Background: an optimization exercise with open tools, aiming at small area. Do not read the settings as production practice.
In this exercise RTL edits were held to simulation tests only and were not proved equivalent to the original.
Power is estimated from default activity; no workload was simulated.

## the baseline
// led_can_node
module led_can_node #(
    parameter NUM_LEDS = 16
) (
    input  wire        clk,
    input  wire        rst,
    input  wire        init,
    input  wire [15:0] cfg_period_ticks,
    input  wire [15:0] cfg_one_duty,
    input  wire [15:0] cfg_zero_duty,
    input  wire [15:0] cfg_reset_periods,
    input  wire [7:0]  cfg_node_id,
    input  wire [31:0] now,
    input  wire        periodic,
    input  wire        rx_valid,
    output wire        rx_ready,
    input  wire        rx_ide,
    input  wire        rx_rtr,
    input  wire [28:0] rx_id,
    input  wire [3:0]  rx_dlc,
    input  wire [63:0] rx_data,
    output wire        tx_valid,
    input  wire        tx_ready,
    output wire [28:0] tx_id,
    output wire [15:0] tx_data,
    input  wire [3:0]  gpio_in,
    output reg  [3:0]  gpio_out,
    output wire [1:0]  led_out,
    output wire        fatal
);
Size in the first run: roughly 1400 cells after synthesis, roughly 310 flip-flops, roughly 16000 µm² of cells after synthesis.
export LEC_CHECK = 0
export CAP_MARGIN = 20
export CORE_MARGIN = 2
export CORE_UTILIZATION = 40
export SLEW_MARGIN = 20
create_clock -name core_clock -period 10.0 [get_ports {clk}]
standard.sh (not shown) runs the stock make flow with config.mk's settings and CLKGATE_MAP_FILE= SYNTH_SCRIPT=/design/flow/synth_recipe.tcl, a recipe that flattens the netlist after the stock synthesis.
==> flow/flow/run.sh <==
#!/bin/bash
# The standard layout (standard.sh), with:
# - synthesis mapped by abc for area (flow/synth.tcl, flow/area.script);
# - the smallest buffer cell on the ports;
# - a clock tree of mid-size buffers without dummy loads;
# - the constant outputs tied by one tie cell.
# make's output goes to standard.log; ORFS keeps each step's log in orfs/logs.
set -euo pipefail
export BUFFER_PORTS_ARGS="-buffer_cell sky130_fd_sc_hd__buf_1"
export CTS_ARGS="-sink_clustering_enable -repair_clock_nets -buf_list {sky130_fd_sc_hd__clkbuf_8} -sink_clustering_size 16 -sink_clustering_max_diameter 100 -dont_use_dummy_load"
export SKIP_REPAIR_TIE_FANOUT=1
bash standard.sh SYNTH_SCRIPT="$PWD/flow/synth.tcl" finish > standard.log 2>&1
==> flow/flow/area.script <==
&get -n
&st
&dch -f
&nf -R 1000 -a -p -F 8 -A 4 -C 32
&put
==> flow/flow/synth.tcl <==
# The standard synthesis (synth_recipe.tcl in the work folder), with one
# change: abc maps the logic with an area-oriented script (flow/area.script)
# instead of ORFS's delay-oriented one. Registers are mapped before abc, so
# they are the standard synthesis's, by name, count and cell type.
set ::area_script [file join [file dirname [file normalize [info script]]] area.script]
proc abc {args} {
  set i [lsearch -exact $args -script]
  if { $i >= 0 } {
    set args [lreplace $args [expr {$i + 1}] [expr {$i + 1}] $::area_script]
  }
  yosys abc {*}$args
}
source [file join [file dirname [file dirname [file normalize [info script]]]] synth_recipe.tcl]
diff inputs: the baseline => the candidate
--- a/flow/design.v
+++ b/flow/design.v
@@ -208,15 +208,25 @@
             endcase
         end
     end
     wire        p_ch       = (st == S_PER1);
     wire [1:0]  p_mode     = p_ch ? mode1 : mode0;
     wire [31:0] p_last     = ({32{p_ch && !lz1}} & last1) | ({32{!p_ch && !lz0}} & last0);
     wire        p_rainbow  = (p_mode == MODE_RAINBOW);
-    wire [10:0] p_lo       = {1'b0, now[9:0]} - {1'b0, p_last[9:0]};
+    wire [10:0] p_lo;                            
+    wire [10:0] p_bw;
+    assign p_bw[0] = 1'b0;
+    genvar bj;
+    generate
+        for (bj = 0; bj < 10; bj = bj + 1) begin : g_lo
+            assign p_lo[bj]   = now[bj] ^ p_last[bj] ^ p_bw[bj];
+            assign p_bw[bj+1] = (!now[bj] && p_last[bj]) || ((!now[bj] || p_last[bj]) && p_bw[bj]);
+        end
+    endgenerate
+    assign p_lo[10] = p_bw[10];
     wire [21:0] p_nh       = now[31:10];
     wire [21:0] p_lh       = p_last[31:10];
     wire [21:0] p_ones;                          
     assign p_ones[0] = 1'b1;
     genvar bi;
     generate
         for (bi = 1; bi < 22; bi = bi + 1) begin : g_ones
==> run summary <==
Largest stage delay on the critical path was lower in the run labelled the candidate.
Across both runs, detailed-routing wirelength on met1 was lower for the candidate than for the baseline.
Against the baseline as the reference, the candidate delivers a lower number of nets produced by synthesis.
Between the baseline and the candidate, the difference in number of nets in the layout is negligible.
Compared with the baseline, the candidate shows a period utilization that is 2.7 points lower.
Looking at count of multi-input gates across the baseline and the candidate, the one that comes out higher is the baseline.
Total number of cells along the worst setup path, the candidate vs the baseline: down by more than a quarter
Measured against each other, the baseline and the candidate differ in wire length, the higher figure coming from the baseline.
Total chip power: the candidate vs the baseline down 0.86%
Taking the baseline as 1.0, the candidate lands at 0.927 on combinational power.
On x dimension of the die, the baseline and the candidate are neck and neck.
Fmax was lower in the baseline than in the candidate.
Between the baseline and the candidate, synthesized instance count is higher for the baseline, the candidate comes in under that.


## main
led_can_node with an RTL version that a note above also has.
Size: about 270 I/O pins, about 16000 µm² of cells after synthesis.
// led_can_node
module led_can_node #(
    parameter NUM_LEDS = 16
) (
    input  wire        clk,
    input  wire        rst,
    input  wire        init,
    input  wire [15:0] cfg_period_ticks,
    input  wire [15:0] cfg_one_duty,
    input  wire [15:0] cfg_zero_duty,
    input  wire [15:0] cfg_reset_periods,
    input  wire [7:0]  cfg_node_id,
    input  wire [31:0] now,
    input  wire        periodic,
    input  wire        rx_valid,
    output wire        rx_ready,
    input  wire        rx_ide,
    input  wire        rx_rtr,
    input  wire [28:0] rx_id,
    input  wire [3:0]  rx_dlc,
    input  wire [63:0] rx_data,
    output wire        tx_valid,
    input  wire        tx_ready,
    output wire [28:0] tx_id,
    output wire [15:0] tx_data,
    input  wire [3:0]  gpio_in,
    output reg  [3:0]  gpio_out,
    output wire [1:0]  led_out,
    output wire        fatal
);
Settings: LEC_CHECK=0, CAP_MARGIN=20, CORE_MARGIN=2, CORE_UTILIZATION=40, SLEW_MARGIN=20; clock period 10.0 ns.
==> flow/flow/run.sh <==
#!/bin/bash
# The standard layout (standard.sh), with:
# - synthesis mapped by abc for area (flow/synth.tcl, flow/area.script);
# - the smallest buffer cell on the ports;
# - a clock tree of mid-size buffers without dummy loads;
# - the constant outputs tied by one tie cell.
# make's output goes to standard.log; ORFS keeps each step's log in orfs/logs.
set -euo pipefail
export BUFFER_PORTS_ARGS="-buffer_cell sky130_fd_sc_hd__buf_1"
export CTS_ARGS="-sink_clustering_enable -repair_clock_nets -buf_list {sky130_fd_sc_hd__clkbuf_8} -sink_clustering_size 15 -sink_clustering_max_diameter 100 -dont_use_dummy_load"
export SKIP_REPAIR_TIE_FANOUT=1
bash standard.sh SYNTH_SCRIPT="$PWD/flow/synth.tcl" finish > standard.log 2>&1
Scripts as last shown in full above: flow/flow/area.script, flow/flow/synth.tcl
Inputs modified between main and the feature branch:
--- a/flow/design.v
+++ b/flow/design.v
@@ -114,21 +114,22 @@
     input  wire        tx_ready,
     output wire [28:0] tx_id,
     output wire [15:0] tx_data,
     input  wire [3:0]  gpio_in,
     output reg  [3:0]  gpio_out,
     output wire [1:0]  led_out,
     output wire        fatal
 );
     localparam MODE_DISABLED = 2'd0;
     localparam MODE_SOLID    = 2'd1;
-    localparam MODE_RAINBOW  = 2'd2;
+    localparam MODE_RAINBOW  = 2'd2;     
+    localparam MODE_RAINBOW0 = 2'd3;     
     localparam S_IDLE   = 4'd0;
     localparam S_FNONE  = 4'd1;
     localparam S_FREAD  = 4'd2;
     localparam S_FPINS  = 4'd3;
     localparam S_FPIN   = 4'd4;
     localparam S_FRGB0  = 4'd5;
     localparam S_FRGB1  = 4'd6;
     localparam S_PER0   = 4'd7;
     localparam S_PER1   = 4'd8;
     localparam S_W0I    = 4'd9;     
@@ -170,21 +171,20 @@
             zero_duty     <= cfg_zero_duty;
             reset_periods <= cfg_reset_periods;
             node_id       <= cfg_node_id;
         end
     end
     assign fatal = halted;
     reg [3:0]  st;
     reg        per_pend;
     reg [1:0]  fm;              
     reg [1:0]  mode0, mode1;
-    reg        z0, z1;          
     wire [23:0] color0, color1;
     reg [31:0] last0, last1;
     reg        lz0, lz1;        
     wire [1:0] ch_idle;
     reg [23:0] old;             
     reg        oc;
     wire [4:0] idx0, idx1;
     assign rx_ready = inited && (st == S_IDLE) && !per_pend;
     assign tx_valid = (st == S_SEND);
     assign tx_id    = {21'd0, old[7:0]};
@@ -204,21 +204,21 @@
                           r_state = S_FPIN;
                 8'd5: if (rx_dlc == 4'd4 && rx_data[7:0] <= 8'd2) r_state = S_FRGB0;
                 8'd6: if (rx_dlc == 4'd4 && rx_data[7:0] <= 8'd2) r_state = S_FRGB1;
                 default: ;
             endcase
         end
     end
     wire        p_ch       = (st == S_PER1);
     wire [1:0]  p_mode     = p_ch ? mode1 : mode0;
     wire [31:0] p_last     = ({32{p_ch && !lz1}} & last1) | ({32{!p_ch && !lz0}} & last0);
-    wire        p_rainbow  = (p_mode == MODE_RAINBOW);
+    wire        p_rainbow  = p_mode[1];
     wire [10:0] p_lo;                            
     wire [10:0] p_bw;
     assign p_bw[0] = 1'b0;
     genvar bj;
     generate
         for (bj = 0; bj < 10; bj = bj + 1) begin : g_lo
             assign p_lo[bj]   = now[bj] ^ p_last[bj] ^ p_bw[bj];
             assign p_bw[bj+1] = (!now[bj] && p_last[bj]) || ((!now[bj] || p_last[bj]) && p_bw[bj]);
         end
     endgenerate
@@ -239,21 +239,21 @@
     wire        p_gt100    = !p_hz || (|p_lo[9:7]) ||
                              (p_lo[6] && p_lo[5] && (p_lo[4] || p_lo[3] ||
                               (p_lo[2] && (p_lo[1] || p_lo[0]))));
     wire        p_gt1000   = !p_hz ||
                              ((&p_lo[9:5]) && (p_lo[4] ||
                               (p_lo[3] && (p_lo[2] || p_lo[1] || p_lo[0]))));
     wire        p_refresh  = p_rainbow ? p_gt100 : p_gt1000;
     wire        p_rz  = (old[15:8] == 8'd0);
     wire        p_gz  = (old[23:16] == 8'd0);
     wire        p_bz  = (old[7:0] == 8'd0);
-    wire        p_z   = p_ch ? z1 : z0;
+    wire        p_z   = p_mode[0];
     wire        p_red = p_gz && p_bz;                
     wire        p_hold = p_red && !p_z;
     wire        p_c1  = p_bz && !p_rz;               
     wire        p_c2  = p_rz && !p_gz;               
     wire        p_c3  = !p_c1 && !p_c2;              
     wire [7:0]  p_x   = p_c1 ? old[15:8] : p_c2 ? old[23:16] : old[7:0];
     wire [7:0]  p_y   = p_x - 8'd3;
     wire        f_rgb   = (st == S_FRGB0) || (st == S_FRGB1);
     wire [1:0]  f_mode  = fm;
     wire        set_rgb = f_rgb && f_mode == 2'd1;
@@ -313,36 +313,40 @@
                 S_FREAD: st <= S_SEND;
                 S_FPINS: begin
                     gpio_out <= old[3:0];
                     st       <= S_IDLE;
                 end
                 S_FPIN: begin
                     gpio_out[old[1:0] - 2'd1] <= old[8];
                     st <= S_IDLE;
                 end
                 S_FRGB0: begin
-                    mode0 <= f_mode;
+                    mode0 <= {f_mode[1], f_mode[1] | f_mode[0]};
                     st    <= S_W0I;
                 end
                 S_FRGB1: begin
-                    mode1 <= f_mode;
+                    mode1 <= {f_mode[1], f_mode[1] | f_mode[0]};
                     st    <= S_W1;
                 end
                 S_PER0: begin
+                    if (p_refresh && p_rainbow)
+                        mode0[0] <= p_red && !p_z;
                     if (p_refresh) begin
                         lz0   <= 1'b0;
                         st    <= S_W0P;
                     end else begin
                         st <= S_PER1;
                     end
                 end
                 S_PER1: begin
+                    if (p_refresh && p_rainbow)
+                        mode1[0] <= p_red && !p_z;
                     if (p_refresh) begin
                         lz1   <= 1'b0;
                         st    <= S_W1;
                     end else begin
                         st <= S_IDLE;
                     end
                 end
                 S_W0I: if (ch_idle[0]) st <= S_IDLE;
                 S_W0P: if (ch_idle[0]) st <= S_PER1;
                 S_W1:  if (ch_idle[1]) st <= S_IDLE;
@@ -352,30 +356,20 @@
             if (periodic && inited)
                 per_pend <= 1'b1;
         end
     end
     always @(posedge clk) begin
         if (st == S_PER0 && p_refresh)
             last0 <= now;
         if (st == S_PER1 && p_refresh)
             last1 <= now;
     end
-    always @(posedge clk) begin
-        if (st == S_FRGB0)
-            z0 <= 1'b1;
-        else if (st == S_PER0 && p_refresh && p_rainbow)
-            z0 <= p_red && !p_z;
-        if (st == S_FRGB1)
-            z1 <= 1'b1;
-        else if (st == S_PER1 && p_refresh && p_rainbow)
-            z1 <= p_red && !p_z;
-    end
     led_channel u_ch0 (
         .clk           (clk),
         .rst           (rst),
         .period_ticks  (period_ticks),
         .one_duty      (one_duty),
         .zero_duty     (zero_duty),
         .reset_periods (reset_periods),
         .refill        (refill0),
         .fill          (fill),
         .old_bit       (old_bit),
### Flow results
Layout-stage area growth over the synthesis result delta (the feature branch -> main): insignificant
Taking main as the reference, in the feature branch worst-case hold slack climbed 6.2 ps, multi-input logic cell count shrank by 0.51%, layout buffering overhead excluding clock cells essentially unchanged, final count of negative-setup-slack endpoints neither gained nor lost much.

-- afterwards: timing with drivers on the ports --
How much do the figures lean on ideal ports? The routed layouts below were timed once more, with nothing changed but the port constraints. Step 1 sets driving cells, clkbuf_16 on the clock port and buf_2 on the other inputs (assumed; they add their load-dependent delay and slew). Step 2 adds t to the input delays and takes it off the output delays; t is the mean of the earliest and latest rising clock arrival at the registers after step 1. Input paths then give back, and output paths get back, about the clock's delay inside the block. Slacks: ideal ports / drivers / drivers and shift; pairs: ideal ports / drivers.
run	t, ns	slack for setup (ns)	worst register clock-pin slew, ns	cell pins on the clock port's net
the baseline	0.624	1.459 / 1.459 / 1.442	0.11 / 0.11	1
the candidate	0.608	1.728 / 1.754 / 1.146	0.12 / 0.12	1
main	0.627	1.725 / 1.748 / 1.121	0.11 / 0.11	1
the feature branch	0.641	1.816 / 1.845 / 1.204	0.11 / 0.11	1
After both steps setup and hold are still met in every run listed. For the feature branch, which loses most, drivers alone change the setup slack by +0.029 ns; drivers and shift together by -0.612 ns.
